Source: an optimization exercise on an open RTL-to-GDS flow (aim: small area). Production flows keep margins and buffers that such runs may drop.
Only simulation tests tie the RTL to the original design; equivalence was not proved.
Power and IR drop assume default switching activity.

**config.mk**
```make
export PLATFORM = sky130hd
export DESIGN_NAME = pjon_rx
export DESIGN_NICKNAME = pjon_rx
export VERILOG_FILES = /design/flow/design.v
export SDC_FILE = /design/flow/constraint.sdc
export NUM_CORES = 4
export LEC_CHECK = 0
export CAP_MARGIN = 20
export CORE_MARGIN = 2
export CORE_UTILIZATION = 40
export SLEW_MARGIN = 20
```
**constraint.sdc**
```tcl
create_clock -name core_clock -period 12.0 [get_ports {clk}]
set_input_delay 2.4000 -clock core_clock [delete_from_list [all_inputs] [get_ports {clk}]]
set_output_delay 2.4000 -clock core_clock [all_outputs]
set_load 0.01 [all_outputs]
```
**design.v**
```verilog
module pjon_rx (
    input  wire        clk,
    input  wire        rst_n,           
    input  wire        cmd_valid,
    input  wire [31:0] cmd,
    input  wire [2:0]  ev_clr,
    input  wire        cfg_shared,
    input  wire        cfg_simplex,
    input  wire        cfg_router,
    input  wire [7:0]  device_id,
    input  wire [31:0] bus_id,
    input  wire [2:0]  irq_en,
    output reg  [2:0]  result_code,
    output reg         ev_deliver,
    output reg         ev_resp_valid,
    output reg         ev_overrun,
    output wire        rx_active,
    output wire        irq,
    output wire [31:0] result,
    output wire [7:0]  resp,
    output reg  [7:0]  meta_rx_id,
    output reg  [7:0]  meta_tx_id,
    output reg  [31:0] meta_rx_bus,
    output reg  [31:0] meta_tx_bus,
    output reg  [15:0] meta_header,
    output wire [15:0] rx_length,
    output wire [15:0] rx_count,
    output wire [15:0] rx_payoff,
    output wire [15:0] rx_paylen,
    output reg  [7:0]  crc8_acc,
    output wire [31:0] crc32_acc
);
    localparam [2:0] R_NONE    = 3'd0;
    localparam [2:0] R_ACK     = 3'd1;
    localparam [2:0] R_NAK     = 3'd2;
    localparam [2:0] R_FAIL    = 3'd3;
    localparam [2:0] R_BUSY    = 3'd4;
    localparam [2:0] R_ILLEGAL = 3'd6;
    function [7:0] crc8_step;
        input [7:0] acc;
        input [7:0] b;
        reg [7:0] t;
        begin
            t = acc ^ b;
            crc8_step[0] = t[2] ^ t[4] ^ t[5];
            crc8_step[1] = t[0] ^ t[3] ^ t[5] ^ t[6];
            crc8_step[2] = t[0] ^ t[1] ^ t[4] ^ t[6] ^ t[7];
            crc8_step[3] = t[0] ^ t[1] ^ t[4] ^ t[7];
            crc8_step[4] = t[0] ^ t[1] ^ t[4];
            crc8_step[5] = t[1] ^ t[2] ^ t[5];
            crc8_step[6] = t[0] ^ t[2] ^ t[3] ^ t[6];
            crc8_step[7] = t[1] ^ t[3] ^ t[4] ^ t[7];
        end
    endfunction
    function [31:0] crc32_step;
        input [31:0] acc;
        input [7:0]  b;
        reg [7:0] t;
        begin
            t = acc[7:0] ^ b;
            crc32_step[0] = acc[8] ^ t[2];
            crc32_step[1] = acc[9] ^ t[0] ^ t[3];
            crc32_step[2] = acc[10] ^ t[0] ^ t[1] ^ t[4];
            crc32_step[3] = acc[11] ^ t[1] ^ t[2] ^ t[5];
            crc32_step[4] = acc[12] ^ t[0] ^ t[2] ^ t[3] ^ t[6];
            crc32_step[5] = acc[13] ^ t[1] ^ t[3] ^ t[4] ^ t[7];
            crc32_step[6] = acc[14] ^ t[4] ^ t[5];
            crc32_step[7] = acc[15] ^ t[0] ^ t[5] ^ t[6];
            crc32_step[8] = acc[16] ^ t[1] ^ t[6] ^ t[7];
            crc32_step[9] = acc[17] ^ t[7];
            crc32_step[10] = acc[18] ^ t[2];
            crc32_step[11] = acc[19] ^ t[3];
            crc32_step[12] = acc[20] ^ t[0] ^ t[4];
            crc32_step[13] = acc[21] ^ t[0] ^ t[1] ^ t[5];
            crc32_step[14] = acc[22] ^ t[1] ^ t[2] ^ t[6];
            crc32_step[15] = acc[23] ^ t[2] ^ t[3] ^ t[7];
            crc32_step[16] = acc[24] ^ t[0] ^ t[2] ^ t[3] ^ t[4];
            crc32_step[17] = acc[25] ^ t[0] ^ t[1] ^ t[3] ^ t[4] ^ t[5];
            crc32_step[18] = acc[26] ^ t[0] ^ t[1] ^ t[2] ^ t[4] ^ t[5] ^ t[6];
            crc32_step[19] = acc[27] ^ t[1] ^ t[2] ^ t[3] ^ t[5] ^ t[6] ^ t[7];
            crc32_step[20] = acc[28] ^ t[3] ^ t[4] ^ t[6] ^ t[7];
            crc32_step[21] = acc[29] ^ t[2] ^ t[4] ^ t[5] ^ t[7];
            crc32_step[22] = acc[30] ^ t[2] ^ t[3] ^ t[5] ^ t[6];
            crc32_step[23] = acc[31] ^ t[3] ^ t[4] ^ t[6] ^ t[7];
            crc32_step[24] = t[0] ^ t[2] ^ t[4] ^ t[5] ^ t[7];
            crc32_step[25] = t[0] ^ t[1] ^ t[2] ^ t[3] ^ t[5] ^ t[6];
            crc32_step[26] = t[0] ^ t[1] ^ t[2] ^ t[3] ^ t[4] ^ t[6] ^ t[7];
            crc32_step[27] = t[1] ^ t[3] ^ t[4] ^ t[5] ^ t[7];
            crc32_step[28] = t[0] ^ t[4] ^ t[5] ^ t[6];
            crc32_step[29] = t[0] ^ t[1] ^ t[5] ^ t[6] ^ t[7];
            crc32_step[30] = t[0] ^ t[1] ^ t[6] ^ t[7];
            crc32_step[31] = t[1] ^ t[7];
        end
    endfunction
    reg [31:0] crc_x;
    reg        crc_f;         
    reg        res_x;         
    reg [10:0] res_s;         
    reg        resp_ack, resp_nak;
    reg [10:0] len_q;         
    reg [9:0]  cnt_q;         
    reg [3:0]  payoff_q;      
    reg [9:0]  paylen_q;      
    reg [15:0] rx_hdr;        
    reg [7:0]  rx_byte0;      
    reg [31:0] rx_busbuf;     
    reg [31:0] rx_txbus;      
    reg [7:0]  rx_txid;       
    reg [31:0] rx_crc;        
    reg        rx_okf;        
    assign crc32_acc = crc_x | {32{crc_f}};
    assign result    = res_x ? ~crc_x : {21'd0, res_s};
    assign resp      = {3'b000, resp_nak, 1'b0, resp_ack | resp_nak, resp_ack, resp_nak};
    assign rx_length = {5'd0, len_q};
    assign rx_count  = {6'd0, cnt_q};
    assign rx_payoff = {12'd0, payoff_q};
    assign rx_paylen = {6'd0, paylen_q};
    wire [7:0] opc  = cmd[7:0];
    wire [7:0] b    = cmd[15:8];
    wire       vld  = cmd_valid && (cmd[31:18] == 14'd0);
    wire is_nop    = vld && opc == 8'h00;
    wire is_init   = vld && opc == 8'h03;
    wire is_feed8  = vld && opc == 8'h04;
    wire is_feed32 = vld && opc == 8'h05;
    wire is_byte   = vld && opc == 8'h10;
    wire is_fail   = vld && opc == 8'h11;
    wire is_reset  = vld && opc == 8'h12;
    wire is_known  = is_nop | is_init | is_feed8 | is_feed32 | is_byte | is_fail | is_reset;
    wire [9:0] i     = cnt_q;
    wire       first = (i == 10'd0);
    wire       i_lo = (i[9:4] == 6'd0);
    wire       i1    = i_lo && i[3:0] == 4'd1;
    wire       i2    = i_lo && i[3:0] == 4'd2;
    wire h_mode = rx_hdr[0];
    wire h_si   = rx_hdr[1];
    wire h_ackr = rx_hdr[2];
    wire h_c32  = rx_hdr[5];
    wire h_el   = rx_hdr[6];
    wire h_eh   = rx_hdr[7];
    wire [3:0] j = i[3:0] - {3'd0, h_eh} - {3'd0, h_el};
    wire at_len   = i_lo && j == 4'd2;
    wire we_lenhi = i_lo && h_el && j == 4'd1;
    wire [3:0] we_bus;
    assign we_bus[0] = i_lo && h_mode && j == 4'd3;
    assign we_bus[1] = i_lo && h_mode && j == 4'd4;
    assign we_bus[2] = i_lo && h_mode && j == 4'd5;
    assign we_bus[3] = i_lo && h_mode && j == 4'd6;
    wire [3:0] we_txb;
    assign we_txb[0] = i_lo && h_mode && h_si && j == 4'd7;
    assign we_txb[1] = i_lo && h_mode && h_si && j == 4'd8;
    assign we_txb[2] = i_lo && h_mode && h_si && j == 4'd9;
    assign we_txb[3] = i_lo && h_mode && h_si && j == 4'd10;
    wire we_txid = i_lo && h_si && (h_mode ? j == 4'd11 : j == 4'd3);
    wire [3:0] pos_pay  = 4'd3 + {3'd0, h_eh} + {3'd0, h_el} + {1'b0, h_mode, 2'b00} +
                          (h_si ? (h_mode ? 4'd5 : 4'd1) : 4'd0);
    wire [4:0] overhead = {1'b0, pos_pay} + (h_c32 ? 5'd4 : 5'd1);
    wire [7:0] lhi     = h_el ? rx_txid : 8'd0;
    wire       len_big = (lhi[7:3] != 5'd0) || (lhi[2] && (lhi[1:0] != 2'd0 || b != 8'd0));
    wire [4:0] ovmin   = (overhead < 5'd5) ? 5'd5 : overhead;
    wire       len_sml = (lhi == 8'd0) && (b < {3'd0, ovmin});
    wire       bad_len = at_len && (len_big || len_sml);
    wire [10:0] d       = len_q + {1'b1, ~i};
    wire        complete = (d == 11'd0);
    wire        chk32    = h_c32 && (d[10:2] == 9'd0);
    wire [7:0]  a8  = is_feed8 ? crc8_acc :
                      first    ? 8'h00 :
                      i1       ? rx_hdr[7:0] : rx_crc[7:0];
    wire [31:0] a32 = is_feed32 ? crc32_acc :
                      first     ? 32'hFFFFFFFF : rx_crc;
    wire [7:0]  s8  = crc8_step(a8, b);
    wire [31:0] s32 = crc32_step(a32, b);
    wire c32_cur = i1 ? b[5] : h_c32;
    wire use8    = !first && !c32_cur;
    reg [7:0] cbyte;
    always @(*) begin
        case (d[1:0])
            2'd0: cbyte = rx_crc[7:0];
            2'd1: cbyte = rx_crc[15:8];
            2'd2: cbyte = rx_crc[23:16];
            default: cbyte = rx_crc[31:24];
        endcase
    end
    wire m  = (b == (cbyte ^ {8{h_c32}}));
    wire ok = m && rx_okf;
    wire bad_id  = first && !cfg_router && b != device_id && b != 8'hFF;
    wire bad_hdr = i1 && !cfg_router && (b[0] != cfg_shared);
    wire [1:0] bus_k = j[1:0] - 2'd3;
    reg  [7:0] bus_exp;
    always @(*) begin
        case (bus_k)
            2'd0: bus_exp = bus_id[31:24];
            2'd1: bus_exp = bus_id[23:16];
            2'd2: bus_exp = bus_id[15:8];
            default: bus_exp = bus_id[7:0];
        endcase
    end
    wire bad_bus = !cfg_router && (we_bus != 4'd0) && (b != bus_exp);
    wire abort = bad_id || bad_hdr || bad_len || bad_bus;
    wire done  = !abort && complete;
    wire warranted = h_ackr && (rx_byte0 != 8'hFF) && !cfg_simplex && !cfg_router &&
                     (!h_mode || rx_busbuf == bus_id);
    wire rx_done = is_byte && done;
    wire raise_r = rx_done && warranted;
    wire raise_d = rx_done && ok;
    always @(posedge clk) begin
        if (!rst_n) begin
            result_code   <= R_NONE;
            ev_deliver    <= 1'b0;
            ev_resp_valid <= 1'b0;
            ev_overrun    <= 1'b0;
            res_x         <= 1'b0;
            res_s         <= 11'd0;
            resp_ack      <= 1'b0;
            resp_nak      <= 1'b0;
            meta_rx_id    <= 8'd0;
            meta_tx_id    <= 8'd0;
            meta_rx_bus   <= 32'd0;
            meta_tx_bus   <= 32'd0;
            meta_header   <= 16'd0;
            len_q         <= 11'd0;
            cnt_q         <= 10'd0;
            payoff_q      <= 4'd0;
            paylen_q      <= 10'd0;
            crc8_acc      <= 8'd0;
            crc_f         <= 1'b1;
        end else begin
            ev_deliver    <= (ev_deliver & ~ev_clr[0]) | raise_d;
            ev_resp_valid <= (ev_resp_valid & ~ev_clr[1]) | raise_r;
            ev_overrun    <= (ev_overrun & ~ev_clr[2]) |
                             (raise_d & ev_deliver & ~ev_clr[0]) |
                             (raise_r & ev_resp_valid & ~ev_clr[1]);
            if (cmd_valid) begin
                if (!is_known)
                    result_code <= R_ILLEGAL;
                else if (is_nop || is_reset)
                    result_code <= R_NONE;
                else if (is_init || is_feed8 || is_feed32)
                    result_code <= R_ACK;
                else if (is_fail)
                    result_code <= R_FAIL;
                else if (abort)
                    result_code <= bad_len ? R_FAIL : R_BUSY;
                else if (complete)
                    result_code <= ok ? R_ACK : R_NAK;
                else
                    result_code <= R_NONE;
            end
            if (is_init) begin
                crc8_acc  <= 8'h00;
                crc_f     <= 1'b1;
            end
            if (is_feed8)  crc8_acc  <= s8;
            if (is_feed32) crc_f     <= 1'b0;
            if (is_feed32)
                res_x <= 1'b1;
            else if (is_feed8 || rx_done)
                res_x <= 1'b0;
            if (is_feed8)       res_s <= {3'd0, s8};
            else if (rx_done)   res_s <= len_q;
            if (is_fail || is_reset)
                cnt_q <= 10'd0;
            if (is_byte) begin
                cnt_q <= (abort || complete) ? 10'd0 : i + 10'd1;
                if (first)
                    len_q <= 11'd0;
                else if (at_len && !bad_len)
                    len_q <= {lhi[2:0], b};
            end
            if (raise_r) begin
                resp_ack <= ok;
                resp_nak <= !ok;
            end
            if (raise_d) begin
                meta_rx_id  <= rx_byte0;
                meta_header <= {h_eh ? rx_hdr[15:8] : 8'd0, rx_hdr[7:0]};
                meta_rx_bus <= h_mode ? rx_busbuf : 32'd0;
                meta_tx_bus <= (h_mode && h_si) ? rx_txbus : 32'd0;
                meta_tx_id  <= h_si ? rx_txid : 8'd0;
                payoff_q    <= pos_pay;
                paylen_q    <= len_q[9:0] - {5'd0, overhead};
            end
        end
    end
    always @(posedge clk) begin
        if (is_feed32)
            crc_x <= s32;
    end
    always @(posedge clk) begin
        if (is_byte) begin
            if (first) begin
                rx_byte0    <= b;
                rx_hdr[7:0] <= s8;
            end
            if (i1)
                rx_hdr[7:0] <= b;
            if (i2 && h_eh)
                rx_hdr[15:8] <= b;
            if (we_lenhi || we_txid)
                rx_txid <= b;
            if (we_bus[0]) rx_busbuf[31:24] <= b;
            if (we_bus[1]) rx_busbuf[23:16] <= b;
            if (we_bus[2]) rx_busbuf[15:8]  <= b;
            if (we_bus[3]) rx_busbuf[7:0]   <= b;
            if (we_txb[0]) rx_txbus[31:24] <= b;
            if (we_txb[1]) rx_txbus[23:16] <= b;
            if (we_txb[2]) rx_txbus[15:8]  <= b;
            if (we_txb[3]) rx_txbus[7:0]   <= b;
            if (!chk32) begin
                rx_crc[31:8] <= s32[31:8];
                rx_crc[7:0]  <= use8 ? s8 : s32[7:0];
            end
            rx_okf <= !chk32 || (rx_okf && m);
        end
    end
    assign rx_active = !first;
    assign irq = (ev_deliver & irq_en[0]) | (ev_resp_valid & irq_en[1]) |
                 (ev_overrun & irq_en[2]);
endmodule
```
**flow/run.sh**
```bash
#!/bin/bash
# Own layout flow: the standard ORFS flow (standard.sh) with three changes
#  - synthesis maps logic with an area-oriented ABC script (flow/abc_map.script,
#    a 30 s &deepsyn pass, then area mapping with don't-care resynthesis)
#    instead of ORFS's delay-oriented one, and leaves adders to ABC instead of
#    mapping them to half/full adder cells first; the rest of synthesis, and
#    so the registers, are unchanged;
#  - ports are buffered with buf_1 instead of the default buffer pick;
#  - the clock tree uses small clock buffers in sink clusters of up to 10,
#    without dummy loads.
# Each tool's output goes to a log file in this folder.
set -euo pipefail
W=$(pwd)
rm -rf "$W/scripts_mod"
cp -r "$FLOW_HOME/scripts" "$W/scripts_mod"
cp "$W/flow/abc_map.script" "$W/scripts_mod/abc_speed.script"
CTS="-sink_clustering_enable -repair_clock_nets -dont_use_dummy_load -sink_clustering_size 12 -sink_clustering_max_diameter 50 -buf_list {sky130_fd_sc_hd__clkbuf_2 sky130_fd_sc_hd__clkbuf_4 sky130_fd_sc_hd__clkbuf_8}"
bash standard.sh \
  SCRIPTS_DIR="$W/scripts_mod" \
  ADDER_MAP_FILE= \
  BUFFER_PORTS_ARGS="-buffer_cell sky130_fd_sc_hd__buf_1" \
  CTS_ARGS="$CTS" \
  finish > "$W/standard_flow.log" 2>&1
```
**flow/abc_map.script**
```
strash
&get -n
&deepsyn -T 30
&put
dch -f
map -a
mfs2
strash
dc2
dch -f
map -a
mfs2
strash
dc2
dch -f
map -a
topo
```
**standard.sh**
```bash
#!/bin/bash
# synth_recipe.tcl (not shown) runs the flow's synth.tcl, then flattens the netlist and writes it again
# the make line also repeats each setting of config.mk as NAME=value (left out here)
make -C /OpenROAD-flow-scripts/flow DESIGN_CONFIG=/design/flow/config.mk WORK_HOME=/design/flow/orfs CLKGATE_MAP_FILE= SYNTH_SCRIPT=/design/flow/synth_recipe.tcl "${@:-finish}"
```
==> summary.txt, run 1 <==
Outcome = no timing/DRC/antenna violations
Initial antenna violation count = 1
Top-count cell post-synth = nand2_1
Iter 0 DRT Violations = 1094
Pwr dens = 116.7 nW/um^2
Final Hold Fails = 0
Worst Path Max Fanout = 34
Crit path largest cell delay = 0.96 ns
DRT met1 WL = 21.36 mm
Largest net degree at the start of global routing = 82
Sequential-to-total area share from yosys stat = 0.5519
H-tree levels = 2
Clk latency of the worst-skew pair = 0.55 ns
Detail Route Antenna Nets = 0
PortBufs = 296
Worst-path clk slew = 0.08 ns
Fin crit share = 0.5869
Most frequent cells after synthesis = 205 x nand2_1, 170 x o21ai_0, 161 x edfxtp_1
Routed vias/inst = 5.491
Post-route setup TNS = 0 ns
CP endpoint kind = flop
Inserted Diodes = 0
Total power = 0.001966 W
Synth Instances = 1543
Max-Cap Viols = 0
Cell taking the most area after synthesis = edfxtp_1
Kind of cell adding the most delay to the critical path = buffers and inverters
Chip Width = 194.8 um
Fraction of layout cells with a size suffix above 1 = 0.06646
CTS Hold Bufs = 0
TritonCTS clock tree = built
Total global-route track usage = 0.2525
Total CTS buffers = 40
FF-to-FF Start = rx_hdr[7]
Top Layer Used = met5
Post-Route WL = 49.61 mm
P&R area growth vs syn = 15.67%
Avg Cell Area, Syn = 9.438 sq um
Crit. Startpoint = cmd_valid
CP required = 12.24 ns
Pre-antenna DRT Iters = 5
Residual DRC count = 0
Max-slew violations = 0
Final GP Congestion = 0.9127
Vias in the first global route = 12199
Critical Path Source Type = input port
HPWL after DPL = 35.15 mm
Clk sinks = 321
Top Ports = 332
Slew HR = 0.2428
CORE AREA = 35740 sq um
DR vias = 12943
Die area = 37950 sq um
Cell Rows = 69
Net count reported at finish = 1982
Ys async rst share = 0
Final min period = 7.043 ns
Setup clock skew after layout = 0.07123 ns
Critical-path cell list = buf_1 -> clkinv_1 -> nor4_1 -> nand2_1 -> nor3_1 -> nand2_1 -> nor2_2 -> buf_4 -> clkinv_1 -> o22ai_1 -> xor2_1 -> xor2_1 -> xnor2_1 -> xor2_1 -> nand2_1 -> o21ai_0
Die Span Y = 194.8 um
Fill cells = 3511
P_leak = 5.578 nW
GR Overflow Total = 0
F_max = 142.0 MHz
RSZ-0062 raised after global routing = no
Cell area after synthesis = 14560 sq um
CP Buf/Inv Count = 4
CP max-delay cell = clkinv_1
WL/cell = 21.05 um
Root Buffer = clkbuf_8
Wire length on met2 = 22.94 mm
EDFF count, synth = 161
Wire length on met3 = 3.746 mm
Synth top area share = 0.3320
Post-CTS setup buffer count = 0
CP arrival = 7.28 ns
Unique masters post-synth = 39
Yosys reg bits = 321
Top FF cell, synth = edfxtp_1
Worst hold path class = reg -> reg
Initial cell density of the core = 0.4074
Final Setup Violations = 0
Post-cts resize count = 0
Slew @ Worst Pin = 1.121 ns
Worst Hold Launch = meta_tx_bus[2]
CTS Buffer Depth = 3
Worst Setup Path Type = in -> reg
Ranking of synthesized cells by area = edfxtp_1 33%, dfxtp_1 22%, o21ai_0 5.8%
First-pass GRT wire length = 73.97 mm
Ys Warns = 1
Peak VDD IR = 0.06621 mV
metrics by stage:
stage / hold slack, ns / instance area (sq um) / instances / util / setup WS, ns
2_1_floorplan: 0.4289 / 14680 / 1575 / - / 4.037
3_3_place_gp: 0.4447 / 16280 / 2317 / 0.4556 / 4.381
3_5_place_dp: 0.4496 / 16290 / 2317 / 0.4558 / 4.402
4_1_cts: 0.4604 / 16840 / 2357 / 0.4712 / 4.911
5_1_grt: 0.4764 / 16840 / 2357 / 0.4713 / 4.592
6_report: 0.4541 / 16840 / 2357 / 0.4713 / 4.957
path summary, 6_finish.rpt:
path                                   endpoint  slack [ns]  cells past startpoint
worst min register to register   meta_tx_bus[2]        0.45                      2
worst min-delay path             meta_tx_bus[2]        0.45                      2
worst max register to register  meta_rx_bus[22]        5.72                     20
worst max-delay path                  rx_crc[5]        4.96                     16
final cells by class:
| type | instances | area [sq um] | share of cell area |
|---|---|---|---|
| Clock buffer | 40 | 550.5 | 0.03268 |
| Inverter | 142 | 534.3 | 0.03172 |
| Multi-Input combinational cell | 1076 | 5873 | 0.3487 |
| Sequential cell | 321 | 8038 | 0.4772 |
| Tap cell | 461 | 576.8 | 0.03424 |
| Timing Repair Buffer | 317 | 1272 | 0.07554 |
kinds of logic after synthesis:
| kind of cell | count (synthesis) | synth area share |
|---|---|---|
| other cells | 1 | 0.0002575 |
| simple gates | 544 | 0.1642 |
| xor+xnor | 122 | 0.07337 |
| compound gates | 377 | 0.1551 |
| flops | 321 | 0.5519 |
| buf+inv | 178 | 0.05516 |
state kept, by name, indices dropped and copies added (netlist names), 10 cells and up:
| register | cells |
|---|---|
| paylen_q | 10 |
| meta_header | 16 |
| rx_txbus | 32 |
| rx_crc | 32 |
| len_q | 11 |
| meta_tx_bus | 32 |
| cnt_q | 10 |
| meta_rx_bus | 32 |
| crc_x | 32 |
| res_s | 11 |
| rx_hdr | 16 |
| rx_busbuf | 32 |
worst register-to-register path, cell delays in order (launching register included):
cell	delay, ns
edfxtp_1	0.70
clkinv_1	0.31
nor2_1	0.16
clkinv_1	0.10
nand2_1	0.08
o21ai_0	0.11
clkinv_1	0.08
nor2_1	0.05
a21oi_1	0.62
clkinv_1	0.43
a221oi_1	0.57
o22a_2	0.21
nand4_1	0.09
o22ai_1	0.15
a21o_2	0.19
o21a_1	0.18
nand3_1	0.21
nor2_4	0.13
buf_4	0.64
nand2_1	0.82
o21ai_0	0.35
per-layer routing:
layer | GRT usage | up-vias
li1 | - | 6116
met1 | 0.3473 | 6133
met2 | 0.4083 | 586
met3 | 0.04199 | 106
met4 | 0.07831 | 2
met5 | 0 | -
cell usage in the layout, fill, tap and decap left out, drive strengths merged, types with 65 or more instances in the layout:
cell	count
dfxtp	160
xor2	87
nor2	139
edfxtp	161
nand3	102
nand2	205
a21oi	65
clkinv	142
o21ai	170
buf	316
where the power goes:
part,total (W),leakage [nW],internal (W),switching [W]
clock,0.000668,0.288,0.000296,0.000372
sequential,0.00116,2.74,0.00116,0.000000190
combinational,0.000138,2.55,0.0000394,0.0000983
total,0.00197,5.58,0.00150,0.000471
==> inputs of run 2 (changes only) <==
==> flow/run.sh (replaced) <==
#!/bin/bash
# Own layout flow: the standard ORFS flow (standard.sh) with three changes
#  - synthesis maps logic with an area-oriented ABC script (flow/abc_map.script)
#    instead of ORFS's delay-oriented one, and leaves adders to ABC instead of
#    mapping them to half/full adder cells first; the rest of synthesis, and
#    so the registers, are unchanged;
#  - ports are buffered with buf_1 instead of the default buffer pick;
#  - the clock tree uses small clock buffers in sink clusters of up to 10,
#    without dummy loads.
# Each tool's output goes to a log file in this folder.
set -euo pipefail
W=$(pwd)
rm -rf "$W/scripts_mod"
cp -r "$FLOW_HOME/scripts" "$W/scripts_mod"
cp "$W/flow/abc_map.script" "$W/scripts_mod/abc_speed.script"
CTS="-sink_clustering_enable -repair_clock_nets -dont_use_dummy_load -sink_clustering_size 10 -sink_clustering_max_diameter 40 -buf_list {sky130_fd_sc_hd__clkbuf_2 sky130_fd_sc_hd__clkbuf_4}"
bash standard.sh \
  SCRIPTS_DIR="$W/scripts_mod" \
  ADDER_MAP_FILE= \
  BUFFER_PORTS_ARGS="-buffer_cell sky130_fd_sc_hd__buf_1" \
  CTS_ARGS="$CTS" \
  finish > "$W/standard_flow.log" 2>&1
==> flow/abc_map.script (replaced) <==
strash
dc2
dch -f
map -a
mfs2
strash
dc2
dch -f
map -a
topo
==> run 2 against run 1 <==
Combinational power about the same. Synthesized area up 1.5%. Maximum frequency up 7.8%. Clock power down 16%.
==> summary.txt, run 2 <==
Outcome = no timing/DRC/antenna violations
Placed inst area = 16540 sq um
First-pass GRT wire length = 75.86 mm
Max-slew violations = 0
Post-CTS setup buffer count = 0
Avg Cell Area, Syn = 9.397 sq um
CP required = 12.70 ns
Largest net degree at the start of global routing = 84
WL/cell = 20.96 um
Synth Instances = 1573
Die Span Y = 196.2 um
Ranking of synthesized cells by area = edfxtp_1 33%, dfxtp_1 22%, nor2_1 5.8%
RSZ-0062 raised after global routing = no
Final Hold Fails = 0
Iter 0 DRT Violations = 1020
Worst Path Max Fanout = 83
Pwr dens = 110.1 nW/um^2
Chip Width = 196.2 um
Commonest non-fill, non-tap cell in the layout = buf_1
Top FF cell, synth = edfxtp_1
DR vias = 13221
Peak VDD IR = 0.06381 mV
Worst hold path class = reg -> reg
Final min period = 6.531 ns
Synth top area share = 0.3271
Initial cell density of the core = 0.4047
Fill cells = 3696
Design area = 16930 sq um
Pre-antenna DRT Iters = 6
Net count reported at finish = 2027
Slew HR = 0.3250
Ys Warns = 1
CP endpoint kind = flop
Setup clock skew after layout = 0.09162 ns
Worst-path clk slew = 0.06 ns
Multi-input gate area = 6188 sq um
Fin crit share = 0.5443
Vias in the first global route = 12673
Yosys reg bits = 321
Cell area after synthesis = 14780 sq um
CORE AREA = 36520 sq um
CTS Hold Bufs = 0
Total global-route track usage = 0.2604
Top-count cell post-synth = nor2_1
F_max = 153.1 MHz
Post-cts resize count = 0
Detail Route Antenna Nets = 0
EDFF count, synth = 161
Sequential-to-total area share from yosys stat = 0.5438
H-tree levels = 2
P_leak = 5.587 nW
Total CTS buffers = 51
PortBufs = 296
GR Overflow Total = 0
Die area = 38510 sq um
Commonest non-fill, non-tap cells in the layout = 296 x buf_1, 226 x nor2_1, 204 x nand2_1
Initial antenna violation count = 2
Ys async rst share = 0
WHS = 0.4636 ns
Clk sinks = 321
CTS Buffer Depth = 3
TritonCTS clock tree = built
Final GP Congestion = 0.8891
Post-route setup TNS = 0 ns
Post-Route WL = 50.52 mm
Final Setup Violations = 0
CP arrival = 7.23 ns
Most frequent cells after synthesis = 229 x nor2_1, 205 x nand2_1, 161 x edfxtp_1
Max-Cap Viols = 0
Critical Path Source Type = flop
Top Ports = 332
Total power = 0.001863 W
HPWL after DPL = 35.91 mm
Worst Setup Path Type = reg -> reg
Slew @ Worst Pin = 1.006 ns
FF/Latch Area = 8039 sq um
Routed vias/inst = 5.486
Clk latency of the worst-skew pair = 0.80 ns
Cell Rows = 70
Fraction of layout cells with a size suffix above 1 = 0.06749
P&R area growth vs syn = 14.54%
Residual DRC count = 0
Root Buffer = clkbuf_4
Cell taking the most area after synthesis = edfxtp_1
Unique masters post-synth = 35
==> run 2: changes by cell type in the layout (fill, tap and decap cells not counted), sizes merged, moves of 9 or more <==
cell | previous run | this run
a21oi | 65 | 110
a22oi | 20 | 79
a31oi | 6 | 20
clkbuf | 41 | 51
clkinv | 142 | 114
nand3 | 102 | 51
nor2 | 139 | 229
nor4 | 11 | 20
o21ai | 170 | 78
o221ai | 15 | 5
o22ai | 52 | 39
xnor2 | 35 | 51
xor2 | 87 | 98
==> run 2: logic make-up after synthesis <==
kind of cell	count (synthesis)	share of synthesized area
simple gates	584	0.1685
compound gates	367	0.1517
xor+xnor	149	0.08828
buf+inv	151	0.04749
other cells	1	0.0002537
flops	321	0.5438
==> run 2: path summary, 6_finish.rpt <==
check / endpoint / cells after the start / from / slack [ns]
worst max-delay path: meta_header[14] / 25 / rx_hdr[6] / 5.47
worst min-delay path: meta_tx_bus[31] / 2 / meta_tx_bus[31] / 0.46
worst max register to register: meta_header[14] / 25 / rx_hdr[6] / 5.47
worst min register to register: meta_tx_bus[31] / 2 / meta_tx_bus[31] / 0.46
==> run 2: report_power, final <==
group / internal (W) / switching (W)
Sequential: 0.00116 / 0.000000217
Clock: 0.000193 / 0.000370
Combinational: 0.0000421 / 0.0000984
==> run 2: layout make-up <==
type                       instances  area share
tap                              468     0.03458
inverter                         115     0.02564
antenna                            1   0.0001478
timing repair buffer             321     0.07671
sequential                       321      0.4748
clock buffer                      51     0.02261
multi-input combinational       1133      0.3655
==> run 2: metal layers <==
| layer | part of all wire | vias up | wire [um] | GRT usage |
|---|---|---|---|---|
| met5 | 0.00026 | - | 13 | 0 |
| met4 | 0.031 | 2 | 1591 | 0.09933 |
| met3 | 0.072 | 102 | 3659 | 0.04470 |
| met2 | 0.47 | 608 | 23860 | 0.4310 |
| met1 | 0.42 | 6286 | 21400 | 0.3420 |
| li1 | - | 6223 | - | - |
==> run 2: stage by stage <==
stage	cells	utilization	setup slack [ns]
global placement	2358	0.4530	4.924
floorplan	1605	-	4.388
finish	2410	0.4636	5.469
global route	2410	0.4636	4.902
CTS	2409	0.4635	5.571
detailed placement	2358	0.4530	4.914
==> run 2: worst max-delay path, cell delays in order, from the launching register on <==
cell       delay (ns)
edfxtp_1         0.44
clkinv_1         0.31
nor2_1           0.24
clkinv_1         0.13
a21oi_1          0.21
nor2_1           0.06
nor2_1           0.39
clkinv_1         0.38
nor2_1           0.37
clkinv_1         0.34
o221ai_1         0.25
o21ai_0          0.15
xor2_1           0.16
o2111ai_1        0.11
nor3_1           0.15
nand3_1          0.10
and2_2           0.19
nor4_1           0.26
nand2_1          0.19
nor2_1           0.13
buf_4            0.26
nand2_4          0.17
buf_4            0.42
nor2_1           0.71
a22oi_1          0.14
nor2_1           0.12
==> inputs of run 3 (changes only) <==
--- a/design.v
+++ b/design.v
@@ -99,7 +99,7 @@
     reg        resp_ack, resp_nak;
     reg [10:0] len_q;         
     reg [9:0]  cnt_q;         
-    reg [3:0]  payoff_q;      
+    reg        dlv_q;         
     reg [9:0]  paylen_q;      
     reg [15:0] rx_hdr;        
     reg [7:0]  rx_byte0;      
@@ -113,7 +113,10 @@
     assign resp      = {3'b000, resp_nak, 1'b0, resp_ack | resp_nak, resp_ack, resp_nak};
     assign rx_length = {5'd0, len_q};
     assign rx_count  = {6'd0, cnt_q};
-    assign rx_payoff = {12'd0, payoff_q};
+    wire [3:0] mh_pay = 4'd3 + {3'd0, meta_header[7]} + {3'd0, meta_header[6]} +
+                        {1'b0, meta_header[0], 2'b00} +
+                        (meta_header[1] ? (meta_header[0] ? 4'd5 : 4'd1) : 4'd0);
+    assign rx_payoff = {12'd0, mh_pay & {4{dlv_q}}};
     assign rx_paylen = {6'd0, paylen_q};
     wire [7:0] opc  = cmd[7:0];
     wire [7:0] b    = cmd[15:8];
@@ -219,7 +222,7 @@
             meta_header   <= 16'd0;
             len_q         <= 11'd0;
             cnt_q         <= 10'd0;
-            payoff_q      <= 4'd0;
+            dlv_q         <= 1'b0;
             paylen_q      <= 10'd0;
             crc8_acc      <= 8'd0;
             crc_f         <= 1'b1;
@@ -276,7 +279,7 @@
                 meta_rx_bus <= h_mode ? rx_busbuf : 32'd0;
                 meta_tx_bus <= (h_mode && h_si) ? rx_txbus : 32'd0;
                 meta_tx_id  <= h_si ? rx_txid : 8'd0;
-                payoff_q    <= pos_pay;
+                dlv_q       <= 1'b1;
                 paylen_q    <= len_q[9:0] - {5'd0, overhead};
             end
         end
--- a/flow/run.sh
+++ b/flow/run.sh
@@ -1,6 +1,7 @@
 #!/bin/bash
 # Own layout flow: the standard ORFS flow (standard.sh) with three changes
-#  - synthesis maps logic with an area-oriented ABC script (flow/abc_map.script)
+#  - synthesis maps logic with an area-oriented ABC script (flow/abc_map.script,
+#    a 30 s &deepsyn pass, then area mapping with don't-care resynthesis)
 #    instead of ORFS's delay-oriented one, and leaves adders to ABC instead of
 #    mapping them to half/full adder cells first; the rest of synthesis, and
 #    so the registers, are unchanged;
@@ -17,6 +18,7 @@
 bash standard.sh \
   SCRIPTS_DIR="$W/scripts_mod" \
   ADDER_MAP_FILE= \
+  SKIP_REPAIR_TIE_FANOUT=1 \
   BUFFER_PORTS_ARGS="-buffer_cell sky130_fd_sc_hd__buf_1" \
   CTS_ARGS="$CTS" \
   finish > "$W/standard_flow.log" 2>&1
==> flow/abc_map.script (replaced) <==
strash
dc2
&get -n
&deepsyn -T 30
&put
dch -f
map -a
mfs2
strash
dc2
dch -f
map -a
mfs2
strash
dc2
dch -f
map -a
topo
==> run 3 against run 2 <==
Sequential share of layout area increased by 1.2 points. Clock power decreased by 1%. Power is 5.3% higher. Largest power group unchanged. Highest routed layer is now met4.
==> summary.txt, run 3 <==
Outcome = no timing/DRC/antenna violations
Internal power = 0.001424 W
Net count reported at finish = 1883
Worst Setup Path Type = in -> reg
FF-to-FF Start = rx_hdr[7]
Top Ports = 332
Ranking of synthesized cells by area = edfxtp_1 34%, dfxtp_1 22%, a32o_1 5.4%
Die Span Y = 193.8 um
P&R area growth vs syn = 13.84%
Cell Rows = 69
DR vias = 12829
Die area = 37550 sq um
Total CTS buffers = 49
Worst R2R Setup Slack = 5.54 ns
Worst reg2reg path depth = 22
Final Hold Fails = 0
Critical Path Source Type = input port
Avg Cell Area, Syn = 9.819 sq um
Worst hold stages = 1
Iter 0 DRT Violations = 1091
Initial cell density of the core = 0.4060
P_leak = 5.424 nW
CP required = 12.51 ns
Fill cells = 3579
Commonest non-fill, non-tap cell in the layout = buf_1
Clk sinks = 318
Cells after DPL = 2208
Final Setup Violations = 0
TritonCTS clock tree = built
Synth Instances = 1467
Fin crit share = 0.5677
CTS Hold Bufs = 0
Total power = 0.001962 W
Post-Route WL = 52.73 mm
Commonest non-fill, non-tap cells in the layout = 296 x buf_1, 191 x nand2_1, 169 x nor2_1
Peak VDD IR = 0.06406 mV
Multi-input gate area = 5638 sq um
EDFF count, synth = 161
H-tree levels = 2
Residual DRC count = 0
Worst flop-to-flop path endpoint = meta_tx_bus[11]
Max-Cap Viols = 0
Ys async rst share = 0
First-pass GRT wire length = 77.07 mm
Slew HR = 0.3104
FF/Latch Area = 7978 sq um
Non-Filler Instances = 2263
Largest net degree at the start of global routing = 72
Worst Hold Launch = rx_txbus[9]
RSZ-0062 raised after global routing = no
Final GP Congestion = 0.9181
Design area = 16400 sq um
Sequential group share of total power = 0.595
Top FF cell, synth = edfxtp_1
Chip Width = 193.8 um
Fraction of layout cells with a size suffix above 1 = 0.07234
Clk latency of the worst-skew pair = 0.83 ns
Worst Path Max Fanout = 34
Cell taking the most area after synthesis = edfxtp_1
Combinational Power Share = 0.122
Finished Core Util = 0.4621
Routed vias/inst = 5.669
Worst-path clk slew = 0.10 ns
Post-cts resize count = 0
Vias in the first global route = 12297
Max-slew violations = 0
Detail Route Antenna Nets = 0
Clock power share = 0.283
Initial antenna violation count = 5
CORE AREA = 35480 sq um
Setup clock skew after layout = 0.1615 ns
CTS Buffer Depth = 3
Root Buffer = clkbuf_4
CP arrival = 7.33 ns
Unique masters post-synth = 40
Top-count cell post-synth = nand2_1
Switching power = 0.0005378 W
CP endpoint kind = flop
Cell area after synthesis = 14410 sq um
Pwr dens = 119.6 nW/um^2
GR Overflow Total = 0
Sw frac = 0.2741
Slew @ Worst Pin = 1.033 ns
Yosys reg bits = 318
HPWL after DPL = 38.69 mm
Sequential-to-total area share from yosys stat = 0.5538
Post-route setup TNS = 0 ns
Hold Crit Endpoint = meta_tx_bus[9]
WL/cell = 23.30 um
F_max = 146.8 MHz
Total global-route track usage = 0.2725
Pre-antenna DRT Iters = 8
Final min period = 6.813 ns
PortBufs = 296
Worst hold path class = reg -> reg
Post-CTS setup buffer count = 0
Placed inst area = 16000 sq um
Ys Warns = 1
Most frequent cells after synthesis = 191 x nand2_1, 173 x nor2_1, 161 x edfxtp_1
Synth top area share = 0.3356
==> run 3: cell types whose count changed after synthesis, moves of 14 or more <==
cell / delta
clkinv_1: +34
a22oi_1: -56
o21ai_0: +27
nand2_1: -14
nand3_1: -38
a31oi_1: -15
nor2_1: -56
xor2_1: -29
a21oi_1: -62
a32o_1: +78
o22ai_1: +17
==> run 3: cell families after synthesis <==
kind of cell | Yosys count | share of synthesized area
AO/OA/AOI/OAI | 369 | 0.1776
XOR/XNOR | 109 | 0.06627
buffers and inverters | 185 | 0.05759
flip-flops | 318 | 0.5538
other | 1 | 0.0002603
AND/OR/NAND/NOR | 485 | 0.1444
==> run 3: stage by stage <==
stage,setup WS [ns],hold slack [ns]
6_report,5.187,0.4074
2_1_floorplan,4.161,0.4293
5_1_grt,4.874,0.4473
4_1_cts,5.317,0.4347
3_5_place_dp,4.500,0.4364
3_3_place_gp,4.557,0.4318
==> run 3: worst max path at each step <==
| stage | start | end | slack (ns) | cells after the start |
|---|---|---|---|---|
| 2_1_floorplan | cmd[19] | crc_x[29] | 4.16 | 13 |
| 3_3_place_gp | cmd_valid | crc_x[29] | 4.56 | 17 |
| 3_5_place_dp | cmd_valid | crc_x[29] | 4.50 | 17 |
| 4_1_cts | cmd_valid | crc_x[29] | 5.32 | 17 |
| 5_1_grt | cmd_valid | rx_crc[29] | 4.87 | 17 |
| 6_report | cmd_valid | crc_x[29] | 5.19 | 17 |
==> run 3: critical path: stages <==
cell and delay (ns):
buf_1 0.23, clkinv_1 0.16, nor4_1 0.17, and2_2 0.21, nor4b_1 0.61, nand2_1 0.26
nor2_2 0.14, buf_4 0.45, nor2_1 0.08, clkinv_1 0.55, o22ai_1 0.17, or2_2 0.31
nand2_1 0.23, xor2_1 0.42, xor2_1 0.40, xor2_1 0.36, xor2_1 0.13
==> run 3: power groups by stage <==
stage	registers [W]	logic, W	clock network, W
2_1_floorplan	0.00119	0.000154	0
3_3_place_gp	0.00119	0.000234	0
3_5_place_dp	0.00119	0.000234	0
4_1_cts	0.00117	0.000237	0.000569
5_1_grt	0.00117	0.000261	0.000611
6_report	0.00117	0.000240	0.000556
==> run 3: cell type report <==
cell class | instances | share of cell area
diodes | 5 | 0.0007630
clock buffers | 49 | 0.02243
inverters | 149 | 0.03411
multi-input cells | 964 | 0.3438
flip-flops and latches | 318 | 0.4865
well taps | 461 | 0.03517
repair buffers | 317 | 0.07722
==> run 3: per-layer routing <==
layer	GRT usage	part of all wire	up-vias
met5	0	0	-
met4	0.1111	0.037	0
met3	0.06697	0.089	103
met2	0.4347	0.45	579
met1	0.3552	0.42	6214
li1	-	-	5933
==> inputs of run 4 (changes only) <==
--- a/config.mk
+++ b/config.mk
@@ -8,4 +8,5 @@
 export CAP_MARGIN = 20
 export CORE_MARGIN = 2
 export CORE_UTILIZATION = 40
+export PLACE_DENSITY = 0.8
 export SLEW_MARGIN = 20
==> run 4 against run 3 <==
Clock power is 4.0% lower. Sequential share of layout area is 0.078 points higher. Final area is 0.16% lower. Synthesized cell count stayed put. Clock-buffer cell count is 3 lower.
==> summary.txt, run 4 <==
Cells after DPL = 2212
Met2 Use GR = 0.4274
Worst hold path class = reg -> reg
TritonCTS clock tree = built
Slew @ Worst Pin = 1.080 ns
Synth Instances = 1467
CTS Buffer Depth = 3
P_leak = 5.422 nW
Ys async rst share = 0
CP required = 12.60 ns
CP endpoint kind = flop
Slew HR = 0.2789
Synth Area in Adders = 0
Initial cell density of the core = 0.4060
Pre-CTS setup slack = 4.519 ns
Residual DRC count = 0
GR Overflow Total = 0
FF-to-FF Start = rx_hdr[7]
WHS = 0.4112 ns
Post-CTS setup buffer count = 0
CP arrival = 7.55 ns
Commonest non-fill, non-tap cell in the layout = buf_1
Pre-antenna DRT Iters = 5
Total power = 0.001945 W
Root Buffer = clkbuf_4
Initial antenna violation count = 1
P&R area growth vs syn = 13.65%
Cell area after synthesis = 14410 sq um
Top Ports = 332
Final Setup Violations = 0
Die area = 37550 sq um
Top FF cell, synth = edfxtp_1
Setup clock skew after layout = 0.1642 ns
HPWL after DPL = 37.02 mm
H-tree levels = 2
Most frequent cells after synthesis = 191 x nand2_1, 173 x nor2_1, 161 x edfxtp_1
Fraction of the mapped netlist area in simple logic gates = 0.1444
Worst-path clk slew = 0.10 ns
Post-route setup TNS = 0 ns
Synth top area share = 0.3356
Ys Warns = 1
F_max = 143.8 MHz
Post-Route WL = 50.65 mm
Post-synthesis compound-gate area fraction = 0.1776
Chip Width = 193.8 um
Crit. Startpoint = cmd[9]
Cell taking the most area after synthesis = edfxtp_1
Final min period = 6.955 ns
Commonest non-fill, non-tap cells in the layout = 296 x buf_1, 191 x nand2_1, 169 x nor2_1
Detail Route Antenna Nets = 0
Die Span Y = 193.8 um
Fin crit share = 0.5796
Mux cell area share after synthesis = 0
WL/cell = 22.42 um
Net count reported at finish = 1883
Post-cts resize count = 0
First-pass GRT wire length = 75.07 mm
Post-synthesis xor/xnor area fraction = 0.06627
Worst Setup Path Type = in -> reg
DR vias = 13080
RSZ-0062 raised after global routing = no
Total global-route track usage = 0.2605
Final WS setup = 5.045 ns
Met1 usage in global routing = 0.3325
Fraction of layout cells with a size suffix above 1 = 0.07067
Iter 0 DRT Violations = 1233
Non-Filler Instances = 2259
Yosys reg bits = 318
Clk sinks = 318
Avg Cell Area, Syn = 9.819 sq um
Peak VDD IR = 0.08289 mV
CTS Hold Bufs = 0
Worst Path Max Fanout = 32
Worst Hold Launch = rx_txbus[17]
Final GP Congestion = 0.9603
Max-slew violations = 0
Worst R2R Setup Slack = 5.45 ns
Pwr dens = 118.8 nW/um^2
Top-count cell post-synth = nand2_1
Cell Rows = 69
Sequential-to-total area share from yosys stat = 0.5538
Clk latency of the worst-skew pair = 0.82 ns
Unique masters post-synth = 40
Grt peak-use layer = met2
Vias in the first global route = 12540
Total CTS buffers = 46
Largest family of logic cells by synthesized area = compound AO/OA/AOI/OAI gates
Max-Cap Viols = 0
Critical Path Source Type = input port
Outcome = no timing/DRC/antenna violations
Met3 global-route usage = 0.06053
Largest net degree at the start of global routing = 50
CORE AREA = 35480 sq um
PortBufs = 296
Final Hold Fails = 0
EDFF count, synth = 161
Routed vias/inst = 5.790
Ranking of synthesized cells by area = edfxtp_1 34%, dfxtp_1 22%, a32o_1 5.4%
==> run 4: cell count changes in the layout (fill, tap and decap cells not counted) <==
cell,before,now
a21oi_2,2,1
o32ai_1,0,1
nor3_1,27,28
clkbuf_4,49,46
a21oi_1,46,47
o32ai_2,1,0
nor3_2,1,0
diode_2,5,1
buf_4,20,23
==> run 4: metal layers <==
| layer | wire (um) | share of wire | vias to the layer above |
|---|---|---|---|
| met5 | 0 | 0 | - |
| met4 | 2040 | 0.040 | 0 |
| met3 | 5093 | 0.10 | 127 |
| met2 | 23550 | 0.47 | 757 |
| met1 | 19960 | 0.39 | 6264 |
| li1 | - | - | 5932 |
==> run 4: cell families after synthesis <==
| kind of cell | count (synthesis) |
|---|---|
| XOR/XNOR | 109 |
| other | 1 |
| AND/OR/NAND/NOR | 485 |
| buffers and inverters | 185 |
| AO/OA/AOI/OAI | 369 |
| flip-flops | 318 |
==> run 4: final timing paths <==
| kind | cells past startpoint | end |
|---|---|---|
| hold reg to reg | 1 | meta_tx_bus[17] |
| hold / removal | 1 | meta_tx_bus[17] |
| setup reg to reg | 22 | meta_tx_bus[21] |
| setup / recovery | 18 | meta_tx_bus[21] |
==> run 4: layout make-up <==
class                   count  area [sq um]
inverters                 149         559.3
repair buffers            320          1289
fillers                  3393         19110
flip-flops and latches    318          7978
diodes                      1         2.502
multi-input cells         964          5622
well taps                 461         576.8
clock buffers              46         345.3
==> run 4: report_power, final <==
part	switching [W]	internal, W	leakage (nW)	total (W)
Clock	0.000359	0.000175	0.212	0.000534
Combinational	0.000171	0.0000731	2.50	0.000244
Sequential	0.00000115	0.00117	2.71	0.00117
Total	0.000531	0.00141	5.42	0.00194
==> run 4: stage by stage <==
stage / util / instance area [sq um]
finish: 0.4614 / 16370
global route: 0.4614 / 16370
CTS: 0.4612 / 16370
detailed placement: 0.4515 / 16020
global placement: 0.4514 / 16020
floorplan: - / 14410
==> run 4: worst max-delay path, stage by stage <==
cell and delay [ns]:
buf_1 0.07, buf_4 0.32, clkinv_1 0.41, a32oi_1 0.30, a21oi_1 0.06, a31oi_1 0.14
o21ai_0 0.10, a32o_1 0.22, o2111ai_1 0.12, a31oi_1 0.08, o31ai_1 0.50, nand3_1 0.15
a2111oi_0 0.77, nand2_1 0.31, nor2_4 0.16, nand2_1 0.43, clkinv_1 0.71, a32o_1 0.26
==> inputs of run 5 (changes only) <==
--- a/config.mk
+++ b/config.mk
@@ -8,5 +8,5 @@
 export CAP_MARGIN = 20
 export CORE_MARGIN = 2
 export CORE_UTILIZATION = 40
-export PLACE_DENSITY = 0.8
+export GPL_TIMING_DRIVEN = 0
 export SLEW_MARGIN = 20
==> run 5 against run 4 <==
Maximum frequency shrank 12%. Largest cell class unchanged. Clock skew shrank 0.043 ns. Power grew 0.72%. Clock-buffer cell count grew 2. Synthesized area is the same. Die area is the same. First-iteration DRC count shrank 9.7%.
==> summary.txt, run 5 <==
Initial cell density of the core = 0.4060
Avg Cell Area, Syn = 9.819 sq um
Max-Cap Viols = 0
Setup clock skew after layout = 0.1214 ns
Die Span Y = 193.8 um
Chip Width = 193.8 um
H-tree levels = 2
P_leak = 5.621 nW
DR vias = 13004
Ranking of synthesized cells by area = edfxtp_1 34%, dfxtp_1 22%, a32o_1 5.4%
Critical-path cell list = clkinv_1 -> nor2_1 -> nor2_1 -> nor2_1 -> clkinv_1 -> o21ai_1 -> nor2_1 -> nand2_1 -> o22ai_1 -> a211oi_1 -> o21ai_0 -> nor4_1 -> nand4_1 -> nand2_1 -> nand3b_1 -> a2111oi_0 -> nand2_1 -> nor2_4 -> nand2_1 -> clkinv_1 -> a32o_1
Top FF cell, synth = edfxtp_1
Final Setup Violations = 0
CP required = 12.61 ns
Synth top area share = 0.3356
Commonest non-fill, non-tap cells in the layout = 287 x buf_1, 191 x nand2_1, 169 x nor2_1
Pre-CTS setup slack = 3.716 ns
Total CTS buffers = 48
F_max = 127.0 MHz
CP endpoint kind = flop
Kind of cell adding the most delay to the critical path = simple AND/OR/NAND/NOR gates
Most frequent cells after synthesis = 191 x nand2_1, 173 x nor2_1, 161 x edfxtp_1
Worst Setup Path Type = reg -> reg
CP Buf/Inv Count = 3
Worst-path clk slew = 0.10 ns
Clk latency of the worst-skew pair = 0.79 ns
Final Hold Fails = 0
Pre-antenna DRT Iters = 5
WL/cell = 23.31 um
Cell Rows = 69
Critical Path Source Type = flop
TritonCTS clock tree = built
Top Ports = 332
EDFF count, synth = 161
P&R area growth vs syn = 15.92%
Clk sinks = 318
Finished Core Util = 0.4706
Cell taking the most area after synthesis = edfxtp_1
Initial antenna violation count = 1
CP arrival = 8.49 ns
Root Buffer = clkbuf_4
Commonest non-fill, non-tap cell in the layout = buf_1
Routed vias/inst = 5.699
Post-synthesis compound-gate area fraction = 0.1776
Post-CTS setup buffer count = 0
Slew HR = 0.1985
Cell area after synthesis = 14410 sq um
RSZ-0062 raised after global routing = no
Peak VDD IR = 0.07208 mV
CP max-delay cell = clkinv_1
Slew @ Worst Pin = 1.193 ns
Total power = 0.001959 W
CORE AREA = 35480 sq um
Pwr dens = 117.3 nW/um^2
Vias in the first global route = 12095
Post-Route WL = 53.20 mm
Design area = 16700 sq um
Iter 0 DRT Violations = 1114
Ys async rst share = 0
Unique masters post-synth = 40
Fin crit share = 0.6561
HPWL after DPL = 39.66 mm
First-pass GRT wire length = 77.89 mm
Yosys reg bits = 318
Max-slew violations = 0
CTS Buffer Depth = 3
Fraction of layout cells with a size suffix above 1 = 0.08901
Final GP Congestion = 0.8883
Placed inst area = 16300 sq um
Total global-route track usage = 0.2748
Largest net degree at the start of global routing = 36
Ys Warns = 1
Outcome = no timing/DRC/antenna violations
Residual DRC count = 0
Crit path largest cell delay = 0.77 ns
Post-cts resize count = 0
Top-count cell post-synth = nand2_1
Mux cell area share after synthesis = 0
Synth Area in Adders = 0
Net count reported at finish = 1906
Synth Instances = 1467
Sequential-to-total area share from yosys stat = 0.5538
Final min period = 7.873 ns
PortBufs = 296
Detail Route Antenna Nets = 0
GR Overflow Total = 0
Post-synthesis xor/xnor area fraction = 0.06627
Worst Path Max Fanout = 32
Final WS setup = 4.127 ns
Fraction of the mapped netlist area in simple logic gates = 0.1444
Post-route setup TNS = 0 ns
Worst hold path class = reg -> reg
CTS Hold Bufs = 0
Largest family of logic cells by synthesized area = compound AO/OA/AOI/OAI gates
Die area = 37550 sq um
run 5: area by class of cell:
class                           instances  area, sq um
Antenna cell                            1        2.502
Buffer                                 36        270.3
Clock buffer                           48        360.3
Fill cell                            3557        18780
Inverter                              149        559.3
Multi-Input combinational cell        964         5649
Sequential cell                       318         7978
Tap cell                              461        576.8
Timing Repair Buffer                  305         1303
run 5: logic make-up (layout without fill, tap and decap cells):
group / count (synthesis) / count (layout)
compound gates: 369 / 369
xor+xnor: 109 / 109
buf+inv: 185 / 538
simple gates: 485 / 485
other cells: 1 / 2
flops: 318 / 318
run 5: per-layer routing:
metal | share of wire | GRT usage | wire [um] | vias to the layer above
li1 | - | - | - | 5977
met1 | 0.43 | 0.3759 | 22930 | 6309
met2 | 0.46 | 0.4452 | 24670 | 622
met3 | 0.078 | 0.04540 | 4166 | 96
met4 | 0.027 | 0.08878 | 1435 | 0
met5 | 0 | 0 | 0 | -
run 5: stage by stage:
stage | hold slack [ns] | std cells
floorplan | 0.4293 | 1467
global placement | 0.4328 | 2224
detailed placement | 0.4356 | 2232
CTS | 0.4501 | 2280
global route | 0.4675 | 2282
finish | 0.4445 | 2282
run 5: path summary, 6_finish.rpt:
path	startpoint	endpoint	slack, ns	cells after the start
worst min register to register	paylen_q[8]	paylen_q[8]	0.44	2
worst max register to register	rx_hdr[7]	meta_tx_bus[13]	4.13	21
worst min-delay path	paylen_q[8]	paylen_q[8]	0.44	2
worst max-delay path	rx_hdr[7]	meta_tx_bus[13]	4.13	21
run 5: tightest hold or removal path: stages, from the launching register on:
cell,delay [ns]
dfxtp_1,0.32
nand2_1,0.05
nand2_1,0.04
run 5: where the power goes:
group / leakage, nW / internal (W) / switching, W / total [W]
Clock: 0.221 / 0.000183 / 0.000361 / 0.000544
Combinational: 2.69 / 0.0000793 / 0.000169 / 0.000249
Sequential: 2.71 / 0.00117 / 0.000000757 / 0.00117
Total: 5.62 / 0.00143 / 0.000531 / 0.00196
==> inputs of run 6 (changes only) <==
==> config.mk (replaced) <==
export PLATFORM = sky130hd
export DESIGN_NAME = pjon_rx
export DESIGN_NICKNAME = pjon_rx
export VERILOG_FILES = /design/flow/design.v
export SDC_FILE = /design/flow/constraint.sdc
export NUM_CORES = 4
export LEC_CHECK = 0
export CAP_MARGIN = 0
export CORE_MARGIN = 2
export CORE_UTILIZATION = 40
export SLEW_MARGIN = 0
==> run 6 against run 5 <==
Non-clock buffer count is 25 lower. Register-to-register slack better by 1.5 ns. Largest power group unchanged. Clock power is 3% higher.
==> summary.txt, run 6 <==
Outcome = no timing/DRC/antenna violations
Worst hold path class = reg -> reg
Routed vias/inst = 5.683
Cell area after synthesis = 14410 sq um
Iter 0 DRT Violations = 1108
Final Setup Violations = 0
CP endpoint kind = flop
Met2 Use GR = 0.4410
Root Buffer = clkbuf_4
Ys async rst share = 0
Top FF cell, synth = edfxtp_1
Commonest non-fill, non-tap cells in the layout = 296 x buf_1, 191 x nand2_1, 169 x nor2_1
Die area = 37550 sq um
Met1 usage in global routing = 0.3617
Initial cell density of the core = 0.4060
Hold Crit Endpoint = meta_tx_bus[5]
Post-route setup TNS = 0 ns
H-tree levels = 2
Most frequent cells after synthesis = 191 x nand2_1, 173 x nor2_1, 161 x edfxtp_1
Yosys reg bits = 318
F_max = 145.0 MHz
Post-cts resize count = 0
Commonest non-fill, non-tap cell in the layout = buf_1
Synth top area share = 0.3356
Worst-path clk slew = 0.10 ns
Worst hold stages = 1
Final GP Congestion = 0.9181
Ys Warns = 1
Max-Cap Viols = 0
Worst R2R Setup Slack = 5.61 ns
Met3 global-route usage = 0.05827
Final Hold Fails = 0
Critical Path Source Type = input port
Grt peak-use layer = met2
Slew HR = 0.1565
Cell Rows = 69
P&R area growth vs syn = 13.71%
Total global-route track usage = 0.2724
GR Overflow Total = 0
Pre-antenna DRT Iters = 6
Largest net degree at the start of global routing = 72
Synth Instances = 1467
FF-to-FF Start = rx_hdr[7]
Unique masters post-synth = 40
Max-slew violations = 0
First-pass GRT wire length = 77.05 mm
Worst Setup Path Type = in -> reg
HPWL after DPL = 38.73 mm
P_leak = 5.420 nW
Net count reported at finish = 1883
Vias in the first global route = 12218
Clk latency of the worst-skew pair = 0.81 ns
Top Ports = 332
Total CTS buffers = 50
CP required = 12.49 ns
RSZ-0062 raised after global routing = no
Worst Hold Launch = rx_txbus[5]
Worst Path Max Fanout = 34
TritonCTS clock tree = built
WHS = 0.4509 ns
Setup clock skew after layout = 0.1188 ns
Worst reg2reg path depth = 22
Sequential-to-total area share from yosys stat = 0.5538
Detail Route Antenna Nets = 0
Avg Cell Area, Syn = 9.819 sq um
CORE AREA = 35480 sq um
DR vias = 12861
CTS Buffer Depth = 3
Post-Route WL = 52.95 mm
CP arrival = 7.39 ns
Ranking of synthesized cells by area = edfxtp_1 34%, dfxtp_1 22%, a32o_1 5.4%
Die Span Y = 193.8 um
PortBufs = 296
Slew @ Worst Pin = 1.261 ns
Cell taking the most area after synthesis = edfxtp_1
Post-CTS setup buffer count = 0
Worst flop-to-flop path endpoint = meta_tx_bus[11]
Clk sinks = 318
Fin crit share = 0.5748
WL/cell = 23.40 um
Top-count cell post-synth = nand2_1
Final min period = 6.898 ns
Chip Width = 193.8 um
Initial antenna violation count = 6
Residual DRC count = 0
Peak VDD IR = 0.07700 mV
Finished Core Util = 0.4617
Fraction of layout cells with a size suffix above 1 = 0.07012
Pwr dens = 120.2 nW/um^2
CTS Hold Bufs = 0
EDFF count, synth = 161
==> run 6: cells by family after synthesis <==
group           Yosys count  share of synthesized area
other cells               1                  0.0002603
xor+xnor                109                    0.06627
flops                   318                     0.5538
compound gates          369                     0.1776
buf+inv                 185                    0.05759
simple gates            485                     0.1444
==> run 6: layout make-up <==
type / instances / area (sq um)
timing repair buffer: 316 / 1261
antenna: 5 / 12.51
clock buffer: 50 / 375.4
tap: 461 / 576.8
sequential: 318 / 7978
fill: 3541 / 19100
multi-input combinational: 964 / 5618
inverter: 149 / 559.3
==> run 6: layer usage <==
metal | wire [um] | vias to the layer above
met5 | 9 | -
met4 | 1736 | 2
met3 | 4503 | 98
met2 | 24290 | 600
met1 | 22410 | 6218
li1 | - | 5943
==> run 6: how the worst max path moves through the flow <==
stage	start	end	slack, ns
CTS	cmd_valid	crc_x[29]	5.28
detailed placement	cmd_valid	crc_x[29]	4.48
floorplan	cmd[19]	crc_x[29]	4.16
finish	cmd_valid	crc_x[18]	5.10
global placement	cmd_valid	crc_x[29]	4.56
global route	cmd_valid	rx_crc[29]	4.76
==> run 6: per-stage QoR <==
stage                     area (sq um)  total power [W]  setup WS (ns)  instances
final                            16380         0.001969          5.102       2263
after global routing             16380         0.002041          4.757       2263
after CTS                        16370         0.001979          5.279       2258
after detailed placement         15990         0.001426          4.476       2208
after global placement           15990         0.001425          4.557       2208
after floorplan                  14410         0.001345          4.161       1467
==> run 6: worst max-delay path, cell delays in order <==
cell and delay, ns:
buf_1 0.22, clkinv_1 0.17, nor4_1 0.25, and2_2 0.23
nor4b_1 0.64, nand2_1 0.26, nor2_2 0.14, buf_4 0.46
nor2_1 0.09, clkinv_1 0.55, o22ai_1 0.17, or2_2 0.31
nand2_1 0.36, xor2_1 0.63, xnor2_1 0.28, xnor2_1 0.22
==> run 6: report_power, final <==
part / internal (W) / leakage [nW] / switching (W)
Sequential: 0.00117 / 2.71 / 0.000000846
Combinational: 0.0000724 / 2.48 / 0.000168
Clock: 0.000190 / 0.230 / 0.000373
Total: 0.00143 / 5.42 / 0.000541
==> inputs of run 7 (changes only) <==
--- a/flow/run.sh
+++ b/flow/run.sh
@@ -18,7 +18,6 @@
 bash standard.sh \
   SCRIPTS_DIR="$W/scripts_mod" \
   ADDER_MAP_FILE= \
-  SKIP_REPAIR_TIE_FANOUT=1 \
   BUFFER_PORTS_ARGS="-buffer_cell sky130_fd_sc_hd__buf_1" \
   CTS_ARGS="$CTS" \
   finish > "$W/standard_flow.log" 2>&1
--- a/config.mk
+++ b/config.mk
@@ -5,7 +5,7 @@
 export SDC_FILE = /design/flow/constraint.sdc
 export NUM_CORES = 4
 export LEC_CHECK = 0
-export CAP_MARGIN = 0
+export CAP_MARGIN = 20
 export CORE_MARGIN = 2
 export CORE_UTILIZATION = 40
-export SLEW_MARGIN = 0
+export SLEW_MARGIN = 20
==> run 7 against run 6 <==
Sequential share of layout area is 0.38 points lower. Cell count increased by 1.1%. Worst setup slack better by 0.081 ns. Highest routed layer is now met4. Combinational power barely moved. Still clean. Largest cell class unchanged. Worst hold slack got worse by 0.046 ns. Global-route usage down 1.0 points. Largest power group unchanged. Via count is 0.89% lower. Sequential cell count unchanged. Clock power is 4.3% lower.
==> summary.txt, run 7 <==
Internal power = 0.001419 W
EDFF count, synth = 161
Synth top area share = 0.3356
Residual DRC count = 0
Max-slew violations = 0
First-pass GRT wire length = 75.58 mm
Detail Route Antenna Nets = 0
Cell Rows = 69
Yosys reg bits = 318
Outcome = no timing/DRC/antenna violations
CORE AREA = 35480 sq um
Peak VDD IR = 0.07442 mV
Worst-path clk slew = 0.10 ns
Die area = 37550 sq um
GR Overflow Total = 0
Root Buffer = clkbuf_4
Clk sinks = 318
Pre-antenna DRT Iters = 5
F_max = 146.7 MHz
Initial cell density of the core = 0.4060
Setup clock skew after layout = 0.1751 ns
Cell taking the most area after synthesis = edfxtp_1
TritonCTS clock tree = built
CP arrival = 7.33 ns
Clk latency of the worst-skew pair = 0.77 ns
Vias in the first global route = 12091
Slew @ Worst Pin = 1.063 ns
CP required = 12.52 ns
Final Setup Violations = 0
P_leak = 5.526 nW
CP endpoint kind = flop
Largest net degree at the start of global routing = 86
Commonest non-fill, non-tap cell in the layout = buf_1
Top FF cell, synth = edfxtp_1
Pwr dens = 117.7 nW/um^2
Combinational Power Share = 0.123
Critical Path Source Type = input port
WHS = 0.4046 ns
P&R area growth vs syn = 14.64%
Max-Cap Viols = 0
WL/cell = 22.30 um
PortBufs = 296
Fraction of layout cells with a size suffix above 1 = 0.07006
Final Hold Fails = 0
Slew HR = 0.2913
Total global-route track usage = 0.2624
Final GP Congestion = 0.9383
Most frequent cells after synthesis = 191 x nand2_1, 173 x nor2_1, 161 x edfxtp_1
Fin crit share = 0.5681
Cell area after synthesis = 14410 sq um
Top-count cell post-synth = nand2_1
Top Ports = 332
Commonest non-fill, non-tap cells in the layout = 296 x buf_1, 191 x nand2_1, 169 x nor2_1
Multi-input gate area = 5754 sq um
FF/Latch Area = 7979 sq um
RSZ-0062 raised after global routing = no
Chip Width = 193.8 um
Worst Path Max Fanout = 32
Net count reported at finish = 1913
Ys Warns = 1
Sequential-to-total area share from yosys stat = 0.5538
Sw frac = 0.2695
Ys async rst share = 0
Avg Cell Area, Syn = 9.819 sq um
CTS Hold Bufs = 0
Final min period = 6.817 ns
Switching power = 0.0005237 W
Iter 0 DRT Violations = 1045
HPWL after DPL = 37.27 mm
Pre-CTS setup slack = 4.686 ns
Fill cells = 3537
DR vias = 12747
Sequential group share of total power = 0.600
H-tree levels = 2
Post-route setup TNS = 0 ns
Die Span Y = 193.8 um
Post-Route WL = 51.05 mm
Total CTS buffers = 47
Post-CTS setup buffer count = 0
Worst Setup Path Type = in -> reg
CTS Buffer Depth = 3
Ranking of synthesized cells by area = edfxtp_1 34%, dfxtp_1 22%, a32o_1 5.4%
Initial antenna violation count = 1
Synth Instances = 1467
Final WS setup = 5.183 ns
Post-cts resize count = 0
Unique masters post-synth = 40
Clock power share = 0.277
Worst hold path class = reg -> reg
Routed vias/inst = 5.569
[run 7: final timing paths]
kind,slack (ns),endpoint,cells past startpoint,from
setup / recovery,5.18,meta_tx_bus[12],19,cmd[9]
hold / removal,0.40,meta_tx_bus[2],1,rx_txbus[2]
setup reg to reg,5.62,meta_tx_bus[12],22,rx_hdr[7]
hold reg to reg,0.40,meta_tx_bus[2],1,rx_txbus[2]
[run 7: final cells by class]
type	count	area share
clock buffer	47	0.02137
sequential	318	0.4832
inverter	149	0.03387
multi-input combinational	996	0.3485
antenna	1	0.0001515
tap	461	0.03493
timing repair buffer	317	0.07804
[run 7: critical path, cell delays in order]
cell	delay (ns)
buf_1	0.06
buf_4	0.28
clkinv_1	0.44
a32oi_1	0.31
a21oi_1	0.06
a31oi_1	0.16
o21ai_0	0.11
a32o_1	0.21
o2111ai_1	0.18
nor4_1	0.08
nor3_1	0.15
o31ai_1	0.17
nand3_1	0.13
a2111oi_0	0.06
nand2_1	0.21
nor2_4	0.04
nand2_1	0.69
clkinv_1	1.03
a32o_1	0.51
[run 7: kinds of logic (layout without fill, tap and decap cells)]
group           after synthesis  after routing  share of synthesized area
compound gates              369            369                     0.1776
xor+xnor                    109            109                    0.06627
buf+inv                     185            513                    0.05759
flops                       318            318                     0.5538
other cells                   1             34                  0.0002603
simple gates                485            485                     0.1444
[run 7: through the flow]
stage,cell area (sq um),power (W),instances,utilization
global route,16510,0.002018,2289,0.4654
global placement,16110,0.001424,2240,0.4541
finish,16510,0.001943,2289,0.4654
CTS,16470,0.001952,2287,0.4641
detailed placement,16110,0.001424,2240,0.4541
floorplan,14530,0.001345,1499,-
[run 7: routing by layer]
layer	vias to the layer above	GRT usage	wire (um)
met4	0	0.06644	1053
met5	-	0	0
li1	5950	-	-
met3	68	0.04644	4147
met2	570	0.4247	23680
met1	6159	0.3643	22160
[run 7: power groups by stage]
stage	clock network, W	logic (W)	registers (W)
final	0.000538	0.000239	0.00117
after global routing	0.000591	0.000261	0.00117
after CTS	0.000550	0.000235	0.00117
after detailed placement	0	0.000232	0.00119
after global placement	0	0.000232	0.00119
after floorplan	0	0.000154	0.00119

## afterwards: timing with drivers on the ports
In the flow no input, the clock included, has a driving cell. The finished layouts below were timed again as built, in two steps.
Step 1 sets driving cells, clkbuf_16 on the clock port and buf_2 on the other inputs (assumed; they add their load-dependent delay and slew).
Step 2 moves the port delays by t, midway between the first and last clock arrival at a register: inputs arrive t later, outputs are due t later. That takes back most of the time a late clock gives input paths.
Three values: ideal, step 1, step 2; two values: the first two.
| run | t, ns | setup WS [ns] | worst register clock-pin slew, ns |
|---|---|---|---|
| run 1 | 0.578 | 4.957 / 4.982 / 4.405 | 0.08 / 0.08 |
| run 2 | 0.803 | 5.469 / 5.469 / 4.893 | 0.11 / 0.11 |
| run 3 | 0.808 | 5.187 / 5.160 / 4.351 | 0.12 / 0.12 |
| run 4 | 0.786 | 5.045 / 5.069 / 4.283 | 0.11 / 0.11 |
| run 5 | 0.781 | 4.127 / 4.127 / 3.574 | 0.11 / 0.11 |
| run 6 | 0.804 | 5.102 / 5.077 / 4.272 | 0.12 / 0.12 |
| run 7 | 0.728 | 5.183 / 5.211 / 4.483 | 0.11 / 0.11 |
After both steps every run listed still meets setup and hold. The setup slack of run 3, which loses most, moves by -0.027 ns with the drivers and by -0.836 ns with both steps.
